This is an optimization exercise on Yosys and OpenROAD, whose aim is small area, a short achievable clock period and few clock cycles, not a production implementation. Function was checked by simulation only, so behaviour that the tests miss may differ from the original. Power is estimated from default activity; no workload was simulated.

--- design/flow/design.v ---
module gf163_alu (
    input              clk,
    input              rst,       
    input              start,
    input      [1:0]   op,
    input      [162:0] a,
    input      [162:0] b,
    output             ready,
    output reg         done,
    output reg         err,
    output reg [162:0] result
);
    localparam [1:0] OP_ADD = 2'd0;
    localparam [1:0] OP_INC = 2'd1;
    localparam [1:0] OP_MUL = 2'd2;
    localparam [1:0] OP_INV = 2'd3;
    localparam [163:0] F_POLY = {1'b1, 155'd0, 8'hC9};
    localparam [1:0] S_IDLE = 2'd0;
    localparam [1:0] S_MUL  = 2'd1;
    localparam [1:0] S_INV  = 2'd2;
    reg [1:0] state;
    assign ready = (state == S_IDLE);
    wire accept = start && ready;
    reg [162:0] mul_acc;    
    reg [162:0] mul_t;      
    reg [162:0] mul_y;      
    reg [7:0]   mul_cnt;    
    wire [163:0] mul_t_shl  = {mul_t, 1'b0};
    wire [162:0] mul_t_next = mul_t_shl[163] ? (mul_t_shl[162:0] ^ F_POLY[162:0])
                                             : mul_t_shl[162:0];
    wire [162:0] mul_acc_next = mul_y[0] ? (mul_acc ^ mul_t_next) : mul_acc;
    reg [163:0] inv_u;
    reg [163:0] inv_v;
    reg [163:0] inv_g;
    reg [163:0] inv_z;
    function [7:0] bitlen;
        input [163:0] v;
        integer k;
        begin
            bitlen = 8'd0;
            for (k = 0; k < 164; k = k + 1)
                if (v[k]) bitlen = k[7:0] + 8'd1;
        end
    endfunction
    wire [7:0] len_u = bitlen(inv_u);
    wire [7:0] len_v = bitlen(inv_v);
    wire       inv_swap = (len_u < len_v);
    wire [7:0] inv_shift = inv_swap ? (len_v - len_u) : (len_u - len_v);
    wire [163:0] inv_u_s = inv_swap ? inv_v : inv_u;
    wire [163:0] inv_g_s = inv_swap ? inv_z : inv_g;
    wire [163:0] inv_v_s = inv_swap ? inv_u : inv_v;
    wire [163:0] inv_z_s = inv_swap ? inv_g : inv_z;
    wire [163:0] inv_u_next = inv_u_s ^ (inv_v_s << inv_shift);
    wire [163:0] inv_g_next = inv_g_s ^ (inv_z_s << inv_shift);
    wire inv_finished = (inv_u == 164'd1);
    always @(posedge clk) begin
        if (rst) begin
            state <= S_IDLE;
            done  <= 1'b0;
            err   <= 1'b0;
        end else begin
            done <= 1'b0;
            case (state)
                S_IDLE: begin
                    if (accept) begin
                        case (op)
                            OP_ADD: begin
                                result <= a ^ b;
                                err    <= 1'b0;
                                done   <= 1'b1;
                            end
                            OP_INC: begin
                                result <= a ^ 163'd1;
                                err    <= 1'b0;
                                done   <= 1'b1;
                            end
                            OP_MUL: begin
                                mul_acc <= b[0] ? a : 163'd0;
                                mul_t   <= a;
                                mul_y   <= b >> 1;
                                mul_cnt <= 8'd162;
                                state   <= S_MUL;
                            end
                            default: begin  
                                if (a == 163'd0) begin
                                    err  <= 1'b1;
                                    done <= 1'b1;
                                end else begin
                                    inv_u <= {1'b0, a};
                                    inv_g <= 164'd1;
                                    inv_v <= F_POLY;
                                    inv_z <= 164'd0;
                                    state <= S_INV;
                                end
                            end
                        endcase
                    end
                end
                S_MUL: begin
                    mul_t   <= mul_t_next;
                    mul_acc <= mul_acc_next;
                    mul_y   <= mul_y >> 1;
                    mul_cnt <= mul_cnt - 8'd1;
                    if (mul_cnt == 8'd1) begin
                        result <= mul_acc_next;
                        err    <= 1'b0;
                        done   <= 1'b1;
                        state  <= S_IDLE;
                    end
                end
                S_INV: begin
                    if (inv_finished) begin
                        result <= inv_g[162:0];
                        err    <= 1'b0;
                        done   <= 1'b1;
                        state  <= S_IDLE;
                    end else begin
                        inv_u <= inv_u_next;
                        inv_g <= inv_g_next;
                        inv_v <= inv_v_s;
                        inv_z <= inv_z_s;
                    end
                end
                default: state <= S_IDLE;
            endcase
        end
    end
endmodule
--- design/flow/run.sh ---
#!/bin/bash
# synth_recipe.tcl (not shown) runs the flow's synth.tcl, then flattens the netlist and writes it again
# the make line also repeats each setting of config.mk as NAME=value (left out here)
make -C /OpenROAD-flow-scripts/flow DESIGN_CONFIG=/design/flow/config.mk WORK_HOME=/design/flow/orfs CLKGATE_MAP_FILE= SYNTH_SCRIPT=/design/flow/synth_recipe.tcl finish
--- design/flow/config.mk ---
export PLATFORM = sky130hd
export DESIGN_NAME = gf163_alu
export DESIGN_NICKNAME = gf163_alu
export VERILOG_FILES = /design/flow/design.v
export SDC_FILE = /design/flow/constraint.sdc
export NUM_CORES = 4
export LEC_CHECK = 0
export CAP_MARGIN = 40
export CORE_MARGIN = 2
export CORE_UTILIZATION = 25
export SLEW_MARGIN = 40
--- design/flow/constraint.sdc ---
create_clock -name core_clock -period 15.0 [get_ports {clk}]
set_input_delay 3.0000 -clock core_clock [delete_from_list [all_inputs] [get_ports {clk}]]
set_output_delay 3.0000 -clock core_clock [all_outputs]
set_load 0.01 [all_outputs]
==> metrics.yaml <==
rsz0062_at_grt: "false"
initial_core_util: 0.251
peakVddDrop_mv: 0.0920
cts_tree: "yes"
wl_met1_um: 324000
nNetsFinal: 13200
final_layout_size_suffix_gt1_frac: 0.152
via_per_inst: 6.36
required_ns: 15.69
synth_seq_cells: 1317
cts_made_buffers: 173
clock_latency_ns: 0.99
grt_overflow_total: 0
syn_area_sq_um: 111000
drtIter0Drc: 19300
routed_wl_um: 829000
power_leakage_nw: 46.0
slew_viol_final: 0
cts.sinks: 1317
area_growth_pct: 18.9
core-area_sq_um: 442000
synth.most_common_cell: "nand2_1"
cts.path.max_buffers: 4
yosys_warnings: 1
p_clk_frac: 0.288
hold_violations: 0
max-cap-violations: 0
syn-instance-count: 12700
fillers: 47000
place_area_sq_um: 126000
critPathMaxStageDelay_ns: 0.78
grt_max_degree: 132
power_density_nw_per_um2: 118
die_h_um: 671
comb_power_share: 0.427
gr-usage-all-layers: 0.353
start_kind: "register"
fin_crit_ns: 11.79
synth_commonest_cells: "nand2_1, edfxtp_1, nor2_1"
hpwl_um: 634000
cts_resized: 0
max_freq_mhz: 84.8
tns_ns: 0
clockRootBuffer: "clkbuf_16"
final-setup-viol-count: 0
synth_nets: 13000
h-tree-depth: 4
swShare: 0.445
hold_start: "err$_SDFFE_PP0P_"
fin_area_sq_um: 132000
p_seq_frac: 0.285
hold_ws_ns: 0.517
reg2reg_depth: 28
min_period_over_period: 0.786
worstMarginPinSlew_ns: 1.08
die_x_um: 671
yosysTopAreaCell: "edfxtp_1"
place_ws_ns: 3.89
rrSetupSlack_ns: 3.21
ctsHoldBuffers: 0
drc: 0
startpoint: "inv_u[27]$_DFFE_PP_"
wl_met2_um: 335000
synth_edf_count: 1313
yosysSeqAreaShare: 0.355
cts_setup_buffers: 0
antenna_found_initial: 106
min_to: "err$_SDFFE_PP0P_"
p_sw_mw: 6.94
rows: 244
synth_ff_type: "edfxtp_1"
pin_count: 497
synth_area_per_cell_sq_um: 8.78
path_class: "register to register"
grt_pass1_wl_um: 1080000
fin_worst_skew_ns: 0.126
cp-end-kind: "register"
reg2reg_from: "inv_u[27]$_DFFE_PP_"
synth.top_cells.by_area: "edfxtp_1, mux2i_1, nand2_1"
io_buffers: 496
netlist.area_leader.share: 0.355
first_global_vias: 111000
p_int_mw: 8.65
die-area_sq_um: 450000
route.met3.wl_um: 94200
hold_depth: 2
routabilityCongestion: 1.10
synth_cell_types: 118
r2r_end: "inv_u[163]$_SDFFCE_PP0P_"
drt-wirelength-per-cell_um: 43.8
ant_nets: 0
crit_slowest_cell: "nor4_1"
outcome: "timing/DRC/antenna clean"
synthArstFlopShare: 0
worstPathMaxFanout: 101
clk_pin_slew_worst_paths_ns: 0.07
highest_layer: "met5"
finalWorstSetupSlack_ns: 3.21
routed-via-count: 121000
slew_headroom: 0.270
firstDrtPassIters: 8
hp-class: "register to register"
critical_path_arrival_ns: 12.48
flip-flops by register name (all words and copies together) (netlist names):
| signal | count |
|---|---|
| inv_g | 163 |
| state | 2 |
| mul_y | 162 |
| err | 1 |
| result | 163 |
| done | 1 |
| inv_v | 164 |
| inv_u | 164 |
| mul_acc | 163 |
| mul_t | 163 |
| inv_z | 163 |
| mul_cnt | 8 |
cell families (layout without fill, tap and decap cells):
group | after synthesis | after routing | synth area share
AOI/OAI and AO/OA | 3426 | 3426 | 0.211
xor gates and xnor gates | 507 | 507 | 0.0402
adders and majority gates | 24 | 24 | 0.00284
buffers and inverters | 1280 | 1604 | 0.0502
DFF | 1317 | 1317 | 0.355
muxes | 1547 | 1547 | 0.163
other | 0 | 66 | 0
and+or+nand+nor | 4559 | 4559 | 0.178
cell type report:
type / instances / area (sq um) / share of cell area
multi-input combinational: 10100 / 68000 / 0.515
tap: 5904 / 7390 / 0.0559
clock buffer: 205 / 4500 / 0.0341
antenna: 66 / 165 / 0.00125
inverter: 159 / 612 / 0.00463
sequential: 1317 / 39500 / 0.299
clock inverter: 101 / 1280 / 0.00968
timing repair buffer: 1139 / 10700 / 0.0810
critical path: cells and delay by family (launching register included):
family / cells / cell delay (ns)
DFF: 1 / 0.51
AOI/OAI and AO/OA: 16 / 6.05
adders and majority gates: 1 / 0.49
and+or+nand+nor: 4 / 1.58
muxes: 2 / 0.29
buffers and inverters: 5 / 2.19
per-stage QoR:
stage               total power [mW]  cells   util
CTS                             15.2  18900  0.298
detailed placement              10.8  18600  0.285
floorplan                       7.53  12700      -
finish                          15.6  19000  0.299
global placement                10.7  18500  0.281
global route                    15.7  18900  0.299
placed cells by master (no fill, tap or decap), types with 72 or more instances in the layout:
cell / instances
nor4_1: 148
and2_1: 91
nor3_1: 309
buf_4: 533
mux2i_1: 837
or3_1: 75
o21ai_0: 450
o22ai_1: 155
nand3_1: 257
xnor2_1: 396
a211oi_1: 238
mux2_2: 535
o221ai_1: 135
clkdlybuf4s50_1: 489
a31oi_1: 294
nand2_1: 2236
xor2_1: 106
a21oi_1: 727
edfxtp_1: 1313
o2111ai_1: 79
clkbuf_16: 176
a22oi_1: 81
and3_1: 73
o31ai_1: 105
nand4_1: 72
inv_1: 157
o211ai_1: 228
nor2_1: 1013
mux4_2: 153
worst max path at each step:
stage                          endpoint  slack [ns]  cells after the start
6_report       inv_u[163]$_SDFFCE_PP0P_        3.21                     28
5_1_grt             inv_u[71]$_DFFE_PP_        3.54                     28
4_1_cts             inv_u[28]$_DFFE_PP_        3.95                     27
3_5_place_dp        inv_u[28]$_DFFE_PP_        3.89                     28
3_3_place_gp        inv_u[28]$_DFFE_PP_        2.43                     20
2_1_floorplan    inv_g[0]$_SDFFCE_PP1P_       -5.49                      9
power by group through the flow:
stage | registers (mW) | clock network (mW) | logic, mW
after global routing | 4.45 | 4.64 | 6.61
after floorplan | 4.51 | 0 | 3.02
final | 4.45 | 4.49 | 6.66
after global placement | 4.52 | 0 | 6.20
after detailed placement | 4.52 | 0 | 6.25
after CTS | 4.44 | 4.53 | 6.27
per-layer routing:
metal	vias up	GRT usage
li1	48500	-
met5	-	0
met3	2124	0.115
met4	42	0.267
met2	8818	0.499
met1	61000	0.444
Testbench counts, summed over its fixed seeds: cycles 101,465.

what the ideal ports hide:
No port has a modelled driver above. Below, the same layout with a new extraction and two added sets of constraints. Step 1, drivers: a clkbuf_16 drives clk and a buf_2 each remaining input, both assumed. Step 2 moves the port delays by t, midway between the first and last clock arrival at a register: inputs arrive t later, outputs are due t later. That takes back most of the time a late clock gives input paths. Slacks: ideal ports / drivers / drivers and shift; pairs: ideal ports / drivers.
shift t [ns]: 1.056
setup slack, ns: 3.213 / 3.213 / 3.213
worst hold slack (ns): 0.517 / 0.517 / 0.517
slew at the worst register clock pin (ns): 0.07 / 0.07
worst slew at a driven data input, ns: 0.09
After both steps this run still meets setup and hold. The setup slack of this run moves by 0.000 ns with the drivers and by 0.000 ns with both steps.
